From an optimization exercise on the open Yosys and OpenROAD flow, aimed at small area, a short achievable clock period and few clock cycles per item; shortcuts taken in it are not production practice. No functional check of the RTL was part of any run shown here. Power figures rest on the tool's default switching activity, not on a simulated workload.

$ cat flow/run.sh
#!/bin/bash
# synth_recipe.tcl (not shown) runs the flow's synth.tcl, then flattens the netlist and writes it again
# the make line also repeats each setting of config.mk as NAME=value (left out here)
make -C /OpenROAD-flow-scripts/flow DESIGN_CONFIG=/design/flow/config.mk WORK_HOME=/design/flow/orfs CLKGATE_MAP_FILE= SYNTH_SCRIPT=/design/flow/synth_recipe.tcl finish
$ cat flow/config.mk
export PLATFORM = sky130hd
export DESIGN_NAME = wiegand_26_parity_unit
export DESIGN_NICKNAME = wiegand_26_parity_unit
export VERILOG_FILES = /design/flow/design.v
export SDC_FILE = /design/flow/constraint.sdc
export NUM_CORES = 4
export LEC_CHECK = 0
export CAP_MARGIN = 20
export CORE_MARGIN = 2
export CORE_UTILIZATION = 50
export SETUP_SLACK_MARGIN = 2.0
export SLEW_MARGIN = 20
$ cat flow/constraint.sdc
create_clock -name core_clock -period 6.0 [get_ports {clk}]
set_input_delay 1.2000 -clock core_clock [delete_from_list [all_inputs] [get_ports {clk}]]
set_output_delay 1.2000 -clock core_clock [all_outputs]
set_load 0.01 [all_outputs]
$ cat flow/design.v
module wiegand_parity (
    input  wire [23:0] payload,
    output wire        even,
    output wire        odd
);
    assign even = ^payload[23:12];
    assign odd  = ~^payload[11:0];
endmodule
module credential_formatter (
    input  wire [25:0]  frame,
    output reg  [207:0] bin_txt,
    output reg  [47:0]  hex_txt
);
    integer i;
    reg [3:0] nib;
    always @(*) begin
        for (i = 0; i < 26; i = i + 1)
            bin_txt[i*8 +: 8] = frame[25 - i] ? 8'h31 : 8'h30;
        for (i = 0; i < 6; i = i + 1) begin
            nib = frame[24 - 4*i -: 4];
            hex_txt[i*8 +: 8] = (nib <= 4'd9) ? (8'h30 + {4'd0, nib})
                                              : (8'h37 + {4'd0, nib});
        end
    end
endmodule
module wiegand_26_parity_unit (
    input  wire         clk,
    input  wire         rst,
    input  wire         req_valid,
    output wire         req_ready,
    input  wire [28:0]  req_iw,
    input  wire [4:0]   req_txt_len,
    input  wire [247:0] req_txt,
    output wire         resp_valid,
    input  wire         resp_ready,
    output wire [2:0]   resp_status,
    output wire [25:0]  resp_res,
    output wire [1:0]   resp_warn,
    output wire [207:0] resp_bin_txt,
    output wire [47:0]  resp_hex_txt
);
    localparam OP_FROM_BIN24 = 3'd0;
    localparam OP_FROM_BIN26 = 3'd1;
    localparam OP_FROM_HEX   = 3'd2;
    localparam OP_FROM_DEC   = 3'd3;
    localparam OP_RENDER     = 3'd4;
    localparam OP_COMPUTE    = 3'd5;
    localparam OP_VALIDATE   = 3'd6;
    localparam ST_OK          = 3'd0;
    localparam ST_INVALID     = 3'd1;
    localparam ST_OOR_FAC     = 3'd2;
    localparam ST_OOR_CARD    = 3'd3;
    localparam ST_ILLEGAL     = 3'd4;
    wire [2:0]  op  = req_iw[28:26];
    wire [25:0] arg = req_iw[25:0];
    wire [4:0]  len = req_txt_len;
    wire is_text_op = (op[2] == 1'b0);
    wire illegal = (op == 3'd7) ||
                   (is_text_op && (arg != 26'd0)) ||
                   ((op == OP_COMPUTE)  && (arg[25:24] != 2'd0)) ||
                   ((op == OP_VALIDATE) && (arg[25:4]  != 22'd0));
    reg [31:0] in_len;     
    reg [31:0] is_last;    
    reg [30:0] c_bin, c_dec, c_hex, c_comma, c_nz;
    reg [7:0]  c;
    reg [3:0]  c_val    [0:30];
    reg [3:0]  c_hexval [0:30];
    integer i, j;
    always @(*) begin
        for (i = 0; i < 32; i = i + 1) begin
            in_len[i]  = (i < len);
            is_last[i] = (i + 1 == len);
        end
        for (i = 0; i < 31; i = i + 1) begin
            c = req_txt[8*i +: 8];
            c_val[i]    = c[3:0];
            c_bin[i]    = (c[7:1] == 7'b0011000);
            c_dec[i]    = (c[7:4] == 4'h3) && (!c[3] || (c[2:1] == 2'b00));
            c_hex[i]    = c_dec[i] ||
                          ((c[7:6] == 2'b01) && (c[4:3] == 2'b00) &&
                           (c[2:0] != 3'd0) && (c[2:0] != 3'd7));
            c_comma[i]  = (c == 8'h2C) && in_len[i];
            c_nz[i]     = (c[3:0] != 4'd0);
            c_hexval[i] = c_dec[i] ? c[3:0] : ({1'b0, c[2:0]} + 4'd9);
        end
    end
    reg [23:0] pl_b24, pl_b26;
    always @(*) begin
        for (i = 0; i < 24; i = i + 1) begin
            pl_b24[23-i] = req_txt[8*i];
            pl_b26[23-i] = req_txt[8*(i+1)];
        end
    end
    wire ok_b24 = (len == 5'd24) && (&c_bin[23:0]);
    wire ok_b26 = (len == 5'd26) && (&c_bin[25:0]);
    wire sup_even = req_txt[0];
    wire sup_odd  = req_txt[8*25];
    wire hex_pfx = (len == 5'd8);
    reg [23:0] pl_hex;
    always @(*) begin
        for (i = 0; i < 6; i = i + 1)
            pl_hex[23-4*i -: 4] = hex_pfx ? c_hexval[i+2] : c_hexval[i];
    end
    wire ok_hex = ((len == 5'd6) && (&c_hex[5:0])) ||
                  (hex_pfx && (req_txt[7:0] == 8'h30) &&
                   ((req_txt[15:8] == 8'h78) || (req_txt[15:8] == 8'h58)) &&
                   (&c_hex[7:2]));
    reg [30:0] cm_before;   
    reg [31:0] cm_from;     
    reg        dec_chars_ok, cm_two, cm_end_ok;
    reg        fac_hi, card_hi;
    reg [4:0]  cm_pos;      
    reg [123:0] c_vals;
    always @(*) begin
        cm_from[31] = 1'b0;
        for (i = 30; i >= 0; i = i - 1)
            cm_from[i] = cm_from[i+1] | c_comma[i];
        cm_before[0] = 1'b0;
        for (i = 1; i < 31; i = i + 1)
            cm_before[i] = cm_before[i-1] | c_comma[i-1];
        cm_two = 1'b0;
        dec_chars_ok = 1'b1;
        cm_end_ok = 1'b0;    
        fac_hi = 1'b0;
        card_hi = 1'b0;
        cm_pos = 5'd0;
        for (i = 0; i < 31; i = i + 1) begin
            c_vals[4*i +: 4] = c_val[i];
            cm_two = cm_two | (c_comma[i] & cm_before[i]);
            if (in_len[i] && !c_dec[i] && !c_comma[i])
                dec_chars_ok = 1'b0;
            cm_end_ok = cm_end_ok | (c_comma[i] & in_len[i+1]);
            if (i + 4 <= 31)
                fac_hi = fac_hi | (c_nz[i] & cm_from[i+4]);
            if (i + 5 <= 31)
                card_hi = card_hi | (c_nz[i] & cm_before[i] & in_len[i+5]);
            cm_pos = cm_pos | ({5{c_comma[i]}} & i[4:0]);
        end
    end
    wire ok_dec = dec_chars_ok && cm_from[0] && !cm_two && !c_comma[0] && cm_end_ok;
    wire [11:0] fac_d;      
    wire [19:0] card_d;     
    digit_pick #(.N(3)) u_pick_fac (
        .v   (c_vals),
        .sel (cm_pos),
        .o   (fac_d)
    );
    digit_pick #(.N(5)) u_pick_card (
        .v   (c_vals),
        .sel (len),
        .o   (card_d)
    );
    wire [4:0] card_n = len - 5'd1 - cm_pos;
    reg [19:0] card_dm;
    always @(*) begin
        for (j = 0; j < 5; j = j + 1)
            card_dm[4*j +: 4] = (card_n > j) ? card_d[4*j +: 4] : 4'd0;
    end
    reg [23:0] pl;
    always @(*) begin
        case (op)
            OP_FROM_BIN24: pl = pl_b24;
            OP_FROM_BIN26: pl = pl_b26;
            OP_FROM_HEX:   pl = pl_hex;
            default:       pl = arg[23:0];
        endcase
    end
    wire par_even, par_odd;
    wiegand_parity u_parity (
        .payload (pl),
        .even    (par_even),
        .odd     (par_odd)
    );
    reg [2:0]  st_n;
    reg [25:0] res_n;
    reg [1:0]  w_n;
    reg [5:0]  x_n;
    reg        rend_n, dec_n;
    always @(*) begin
        st_n   = ST_OK;
        res_n  = 26'd0;
        w_n    = 2'd0;
        x_n    = 6'd0;
        rend_n = 1'b0;
        dec_n  = 1'b0;
        if (illegal) begin
            st_n = ST_ILLEGAL;
        end else begin
            case (op)
                OP_FROM_BIN24: begin
                    if (ok_b24) res_n = {par_even, pl, par_odd};
                    else        st_n  = ST_INVALID;
                end
                OP_FROM_BIN26: begin
                    if (ok_b26) begin
                        res_n = {par_even, pl, par_odd};
                        w_n   = {sup_even ^ par_even, sup_odd ^ par_odd};
                    end else
                        st_n = ST_INVALID;
                end
                OP_FROM_HEX: begin
                    if (ok_hex) res_n = {par_even, pl, par_odd};
                    else        st_n  = ST_INVALID;
                end
                OP_FROM_DEC: begin
                    if (!ok_dec)
                        st_n = ST_INVALID;
                    else begin
                        dec_n = 1'b1;
                        {x_n, w_n, res_n} = {fac_hi, card_hi, fac_d, card_dm};
                    end
                end
                OP_RENDER: begin
                    rend_n = 1'b1;
                    res_n  = {2'b00, arg[24:1]};
                    w_n    = {arg[25], arg[0]};
                end
                OP_COMPUTE: begin
                    res_n = {24'd0, par_even, par_odd};
                end
                default: begin  
                    res_n = {22'd0, arg[1], arg[0], arg[3] ^ arg[1], arg[2] ^ arg[0]};
                end
            endcase
        end
    end
    reg [25:0] res_q;
    reg [1:0]  w_q;
    reg [5:0]  x_q;
    reg [2:0]  st_q;
    reg        rend_q;
    wire       fac_hi_q  = x_q[5];
    wire       card_hi_q = x_q[4];
    wire [3:0] f2 = x_q[3:0];
    wire [3:0] f1 = {w_q, res_q[25:24]};
    wire [3:0] f0 = res_q[23:20];
    wire [3:0] k4 = res_q[19:16];
    wire [3:0] k3 = res_q[15:12];
    wire [3:0] k2 = res_q[11:8];
    wire [3:0] k1 = res_q[7:4];
    wire [3:0] k0 = res_q[3:0];
    wire dec_fac_oor  = fac_hi_q  || ({f2, f1, f0} > {4'd2, 4'd5, 4'd5});
    wire dec_card_oor = card_hi_q || ({k4, k3, k2, k1, k0} > {4'd6, 4'd5, 4'd5, 4'd3, 4'd5});
    wire [7:0]  fac_bin  = f2 * 8'd100 + f1 * 8'd10 + {4'd0, f0};
    wire [15:0] card_bin = k4 * 16'd10000 + k3 * 16'd1000 + k2 * 16'd100 +
                           k1 * 16'd10 + {12'd0, k0};
    wire dec_even, dec_odd;
    wiegand_parity u_parity_dec (
        .payload ({fac_bin, card_bin}),
        .even    (dec_even),
        .odd     (dec_odd)
    );
    reg full;     
    reg rv;       
    reg conv;     
    always @(posedge clk) begin
        if (rst) begin
            full <= 1'b0;
            rv   <= 1'b0;
            conv <= 1'b0;
        end else if (!full) begin
            if (req_valid) begin
                full <= 1'b1;
                rv   <= !dec_n;
                conv <= dec_n;
            end
        end else if (conv) begin
            conv <= 1'b0;
            rv   <= 1'b1;
        end else if (rv && resp_ready) begin
            full <= 1'b0;
            rv   <= 1'b0;
        end
    end
    always @(posedge clk) begin
        if (!full) begin
            st_q   <= st_n;
            res_q  <= res_n;
            w_q    <= w_n;
            x_q    <= x_n;
            rend_q <= rend_n;
        end else if (conv) begin
            if (dec_fac_oor) begin
                st_q  <= ST_OOR_FAC;
                res_q <= 26'd0;
            end else if (dec_card_oor) begin
                st_q  <= ST_OOR_CARD;
                res_q <= 26'd0;
            end else
                res_q <= {dec_even, fac_bin, card_bin, dec_odd};
            w_q <= 2'd0;
        end
    end
    wire [207:0] fmt_bin;
    wire [47:0]  fmt_hex;
    credential_formatter u_fmt (
        .frame   ({w_q[1], res_q[23:0], w_q[0]}),
        .bin_txt (fmt_bin),
        .hex_txt (fmt_hex)
    );
    wire done = rv && !rst;
    wire done_rend = done && rend_q;
    assign req_ready    = !full && !rst;
    assign resp_valid   = done;
    assign resp_status  = done ? st_q : 3'd0;
    assign resp_res     = done ? res_q : 26'd0;
    assign resp_warn    = (done && !rend_q) ? w_q : 2'd0;
    assign resp_bin_txt = done_rend ? fmt_bin : 208'd0;
    assign resp_hex_txt = done_rend ? fmt_hex : 48'd0;
endmodule
module digit_pick #(
    parameter N = 5
) (
    input  wire [123:0]   v,
    input  wire [4:0]     sel,
    output reg  [4*N-1:0] o
);
    localparam OFF = N - 1;        
    localparam W   = 4 * (32 + OFF);
    reg [W-1:0] a [0:5];
    integer x, s, j;
    always @(*) begin
        a[0] = {W{1'b0}};
        for (x = 1; x <= 31; x = x + 1)
            a[0][4*(x+OFF) +: 4] = v[4*(x-1) +: 4];
        for (s = 0; s < 5; s = s + 1) begin
            a[s+1] = {W{1'b0}};
            for (x = -OFF; x <= 31; x = x + 1)
                if (x + (16 >> s) <= 31)
                    a[s+1][4*(x+OFF) +: 4] = sel[4-s] ? a[s][4*(x+(16>>s)+OFF) +: 4]
                                                      : a[s][4*(x+OFF) +: 4];
                else
                    a[s+1][4*(x+OFF) +: 4] = sel[4-s] ? 4'd0 : a[s][4*(x+OFF) +: 4];
        end
        for (j = 0; j < N; j = j + 1)
            o[4*j +: 4] = a[5][4*(OFF-j) +: 4];
    end
endmodule
==> impl_summary.log, run 1 <==
[metrics] Num CTS Buffers: 5
[metrics] result of the run: stopped before the end
[metrics] I/O pin cnt: about 580
[metrics] Post-Synthesis Mean Instance Area: ~7.2 sq um
[metrics] number of warning messages in the yosys log: 8
[metrics] deepest level of the CTS H-tree: 2
[metrics] fraction of post-synthesis cell area in the top cell type by area: a little under a tenth
[metrics] netlist area before placement: about 18000 sq um
[metrics] top cells by instance count after synthesis: sky130_fd_sc_hd__nand2_1, sky130_fd_sc_hd__buf_4, sky130_fd_sc_hd__a21oi_1, sky130_fd_sc_hd__nor2_1, sky130_fd_sc_hd__o21ai_0
[metrics] initial core utilization: between 50% and 60%
[metrics] number of buffers between clock root and the deepest sink: 2
[metrics] post-DP HPWL: 85680 microns
[metrics] Seq cells post-synth: 41
[metrics] floorplan row count: 69
[metrics] final weighted congestion in routability-driven placement: between 1 and 1.5
[metrics] Run Error: [ERROR GRT-0116] Global routing finished with congestion. Check the congestion regions in the DRC Viewer.
[metrics] total routing usage reported by global routing: between 60% and 70%
[metrics] most frequent cell after synthesis: sky130_fd_sc_hd__nand2_1
[metrics] Clock Sink Count: a little over 40
[metrics] top area cells in the synthesized netlist: sky130_fd_sc_hd__ha_1, sky130_fd_sc_hd__buf_4, sky130_fd_sc_hd__edfxtp_1
[metrics] worst setup slack before clock tree synthesis: ~0.19 ns
[metrics] die span in y: about 190 microns
[metrics] cell type with the largest total area after synthesis: sky130_fd_sc_hd__ha_1
[metrics] GRT Residual Overflow: approximately 140
[metrics] largest net degree at the start of global routing: between 40 and 50
[metrics] Last stage: global routing
[metrics] post-synthesis sequential area ratio: 6.732%
[metrics] vias in the first global route: roughly 27k
[metrics] Async SR Flop Fraction: 0%
[metrics] placement-stage cell area: approximately 23000 sq um
[metrics] most common flop cell mapped by yosys: sky130_fd_sc_hd__edfxtp_1
[metrics] post-synthesis instance total: 2478
[metrics] die span in x: just under 200 microns
[metrics] cell at the root of the clock tree: sky130_fd_sc_hd__clkbuf_16
[metrics] number of enable flip-flop cells after synthesis: 38
[metrics] count of port buffers added during placement: about 440
[metrics] wire length of the first global-routing pass: 190200 microns
[metrics] number of library cell types mapped by synthesis: 96
[metrics] cell count after placement: about 3.4k
[metrics] count of hold-fix buffers inserted at cts: 0
-- what timing repair did --
item	in CTS
setup buffers	185
gates resized for setup	702
pin swaps	167
endpoints found under the setup margin	189
gates cloned	9
-- per-layer routing --
metal / overflow / GRT usage [%]
met1: 2 / 69.52
met2: 72 / 90.36
met3: 2 / 49.83
met4: 65 / 69.38
met5: 0 / 9.947
-- how the worst max path moves through the flow --
stage / start / endpoint / slack, ns / depth (start not counted)
4_1_cts: res_q[13] / res_q[25] / 0.70 / 21
3_5_place_dp: req_txt[108] / res_q[0] / 0.19 / 18
3_3_place_gp: req_txt[108] / res_q[0] / 0.19 / 18
2_1_floorplan: res_q[13] / res_q[25] / 1.01 / 20
-- power by group through the flow --
| stage | logic, mW | clock network, mW | registers [mW] |
|---|---|---|---|
| CTS | 9.42 | 0.273 | 0.510 |
| global placement | 7.51 | 0 | 0.530 |
| floorplan | 6.21 | 0 | 0.482 |
| detailed placement | 7.83 | 0 | 0.536 |
-- stage by stage --
| stage | hold slack, ns | utilization [%] |
|---|---|---|
| floorplan | 0.4346 | - |
| global placement | 0.4554 | 65.66 |
| detailed placement | 0.4824 | 65.66 |
| CTS | 0.5061 | 75.32 |
-- cell families after synthesis --
kind of cell,synth area share [%]
simple gates,26.66
xor+xnor,5.042
compound gates,26.07
mux,8.569
fa+ha+maj,13.11
other cells,0.02102
flops,6.732
buf+inv,13.79
==> inputs of run 2 (changes only) <==
--- a/flow/config.mk
+++ b/flow/config.mk
@@ -6,4 +6,5 @@
 export NUM_CORES = 4
 export LEC_CHECK = 0
+export ABC_CLOCK_PERIOD_IN_PS = 3000
 export CAP_MARGIN = 20
 export CORE_MARGIN = 2
==> run 2 against run 1 <==
  * Area after synthesis unchanged
  * The flow again stops in global routing
  * Synthesized cell count is the same
==> impl_summary.log, run 2 <==
[metrics] Last stage: global routing (unchanged)
[metrics] GRT Residual Overflow: between 100 and 150
[metrics] vias in the first global route: 26.97k
[metrics] final weighted congestion in routability-driven placement: 1.321 (unchanged)
[metrics] most common flop cell mapped by yosys: sky130_fd_sc_hd__edfxtp_1 (unchanged)
[metrics] number of warning messages in the yosys log: 8 (unchanged)
[metrics] I/O pin cnt: 575 (unchanged)
[metrics] result of the run: stopped before the end (unchanged)
[metrics] number of library cell types mapped by synthesis: 96 (unchanged)
[metrics] wire length of the first global-routing pass: ~190000 microns
[metrics] Seq cells post-synth: 41 (unchanged)
[metrics] die span in y: 192.9 microns (unchanged)
[metrics] post-synthesis sequential area ratio: 6.732% (unchanged)
[metrics] floorplan row count: 69 (unchanged)
[metrics] post-DP HPWL: 85680 microns (unchanged)
[metrics] Clock Sink Count: 41 (unchanged)
[metrics] netlist area before placement: 17840 sq um (unchanged)
[metrics] initial core utilization: 50.41% (unchanged)
[metrics] post-synthesis instance total: 2478 (unchanged)
[metrics] Async SR Flop Fraction: 0% (unchanged)
[metrics] cell count after placement: 3391 (unchanged)
[metrics] worst setup slack before clock tree synthesis: 0.1901 ns (unchanged)
[metrics] count of hold-fix buffers inserted at cts: 0 (unchanged)
[metrics] deepest level of the CTS H-tree: 2 (unchanged)
[metrics] number of buffers between clock root and the deepest sink: 2 (unchanged)
[metrics] largest net degree at the start of global routing: 46
[metrics] cell type with the largest total area after synthesis: sky130_fd_sc_hd__ha_1 (unchanged)
[metrics] cell at the root of the clock tree: sky130_fd_sc_hd__clkbuf_16 (unchanged)
[metrics] top area cells in the synthesized netlist: sky130_fd_sc_hd__ha_1, sky130_fd_sc_hd__buf_4, sky130_fd_sc_hd__edfxtp_1 (unchanged)
[metrics] top cells by instance count after synthesis: sky130_fd_sc_hd__nand2_1, sky130_fd_sc_hd__buf_4, sky130_fd_sc_hd__a21oi_1, sky130_fd_sc_hd__nor2_1, sky130_fd_sc_hd__o21ai_0 (unchanged)
[metrics] Num CTS Buffers: 5 (unchanged)
[metrics] number of enable flip-flop cells after synthesis: 38 (unchanged)
[metrics] count of port buffers added during placement: 438 (unchanged)
[metrics] Post-Synthesis Mean Instance Area: 7.201 sq um (unchanged)
[metrics] fraction of post-synthesis cell area in the top cell type by area: 9.466% (unchanged)
[metrics] placement-stage cell area: 23240 sq um (unchanged)
[metrics] total routing usage reported by global routing: 69.42%
[metrics] most frequent cell after synthesis: sky130_fd_sc_hd__nand2_1 (unchanged)
[metrics] Run Error: [ERROR GRT-0116] Global routing finished with congestion. Check the congestion regions in the DRC Viewer. (unchanged)
[metrics] die span in x: 192.9 microns (unchanged)
-- run 2: cell counts after synthesis --
No cell type changed its count.
-- run 2: worst max-delay path by stage --
stage	start	end	slack, ns	cells after the start
2_1_floorplan	res_q[13]	res_q[25]	1.01	20
3_3_place_gp	req_txt[108]	res_q[0]	0.19	18
3_5_place_dp	req_txt[108]	res_q[0]	0.19	18
4_1_cts	res_q[13]	res_q[25]	0.70	21
-- run 2: metrics by stage --
stage | hold slack [ns] | power (mW)
2_1_floorplan | 0.4346 | 6.692
3_5_place_dp | 0.4824 | 8.370
3_3_place_gp | 0.4554 | 8.036
4_1_cts | 0.5061 | 10.20
-- run 2: cells by family after synthesis --
logic type,synth area share [%]
simple gates,26.66
compound gates,26.07
buf+inv,13.79
fa+ha+maj,13.11
mux,8.569
xor+xnor,5.042
flops,6.732
other cells,0.02102
-- run 2: layer usage --
layer	GRT overflow	track usage (%)
met1	2	69.52
met5	0	9.947
met3	2	49.83
met2	72	90.36
met4	65	69.38
-- run 2: power groups by stage --
stage / Sequential [mW] / Combinational, mW / Clock (mW)
after floorplan: 0.482 / 6.21 / 0
after global placement: 0.530 / 7.51 / 0
after detailed placement: 0.536 / 7.83 / 0
after CTS: 0.510 / 9.42 / 0.273
-- run 2: timing repair --
item / in CTS
gates resized for setup: 702
setup buffers: 185
pin swaps: 167
endpoints found under the setup margin: 189
cloned: 9
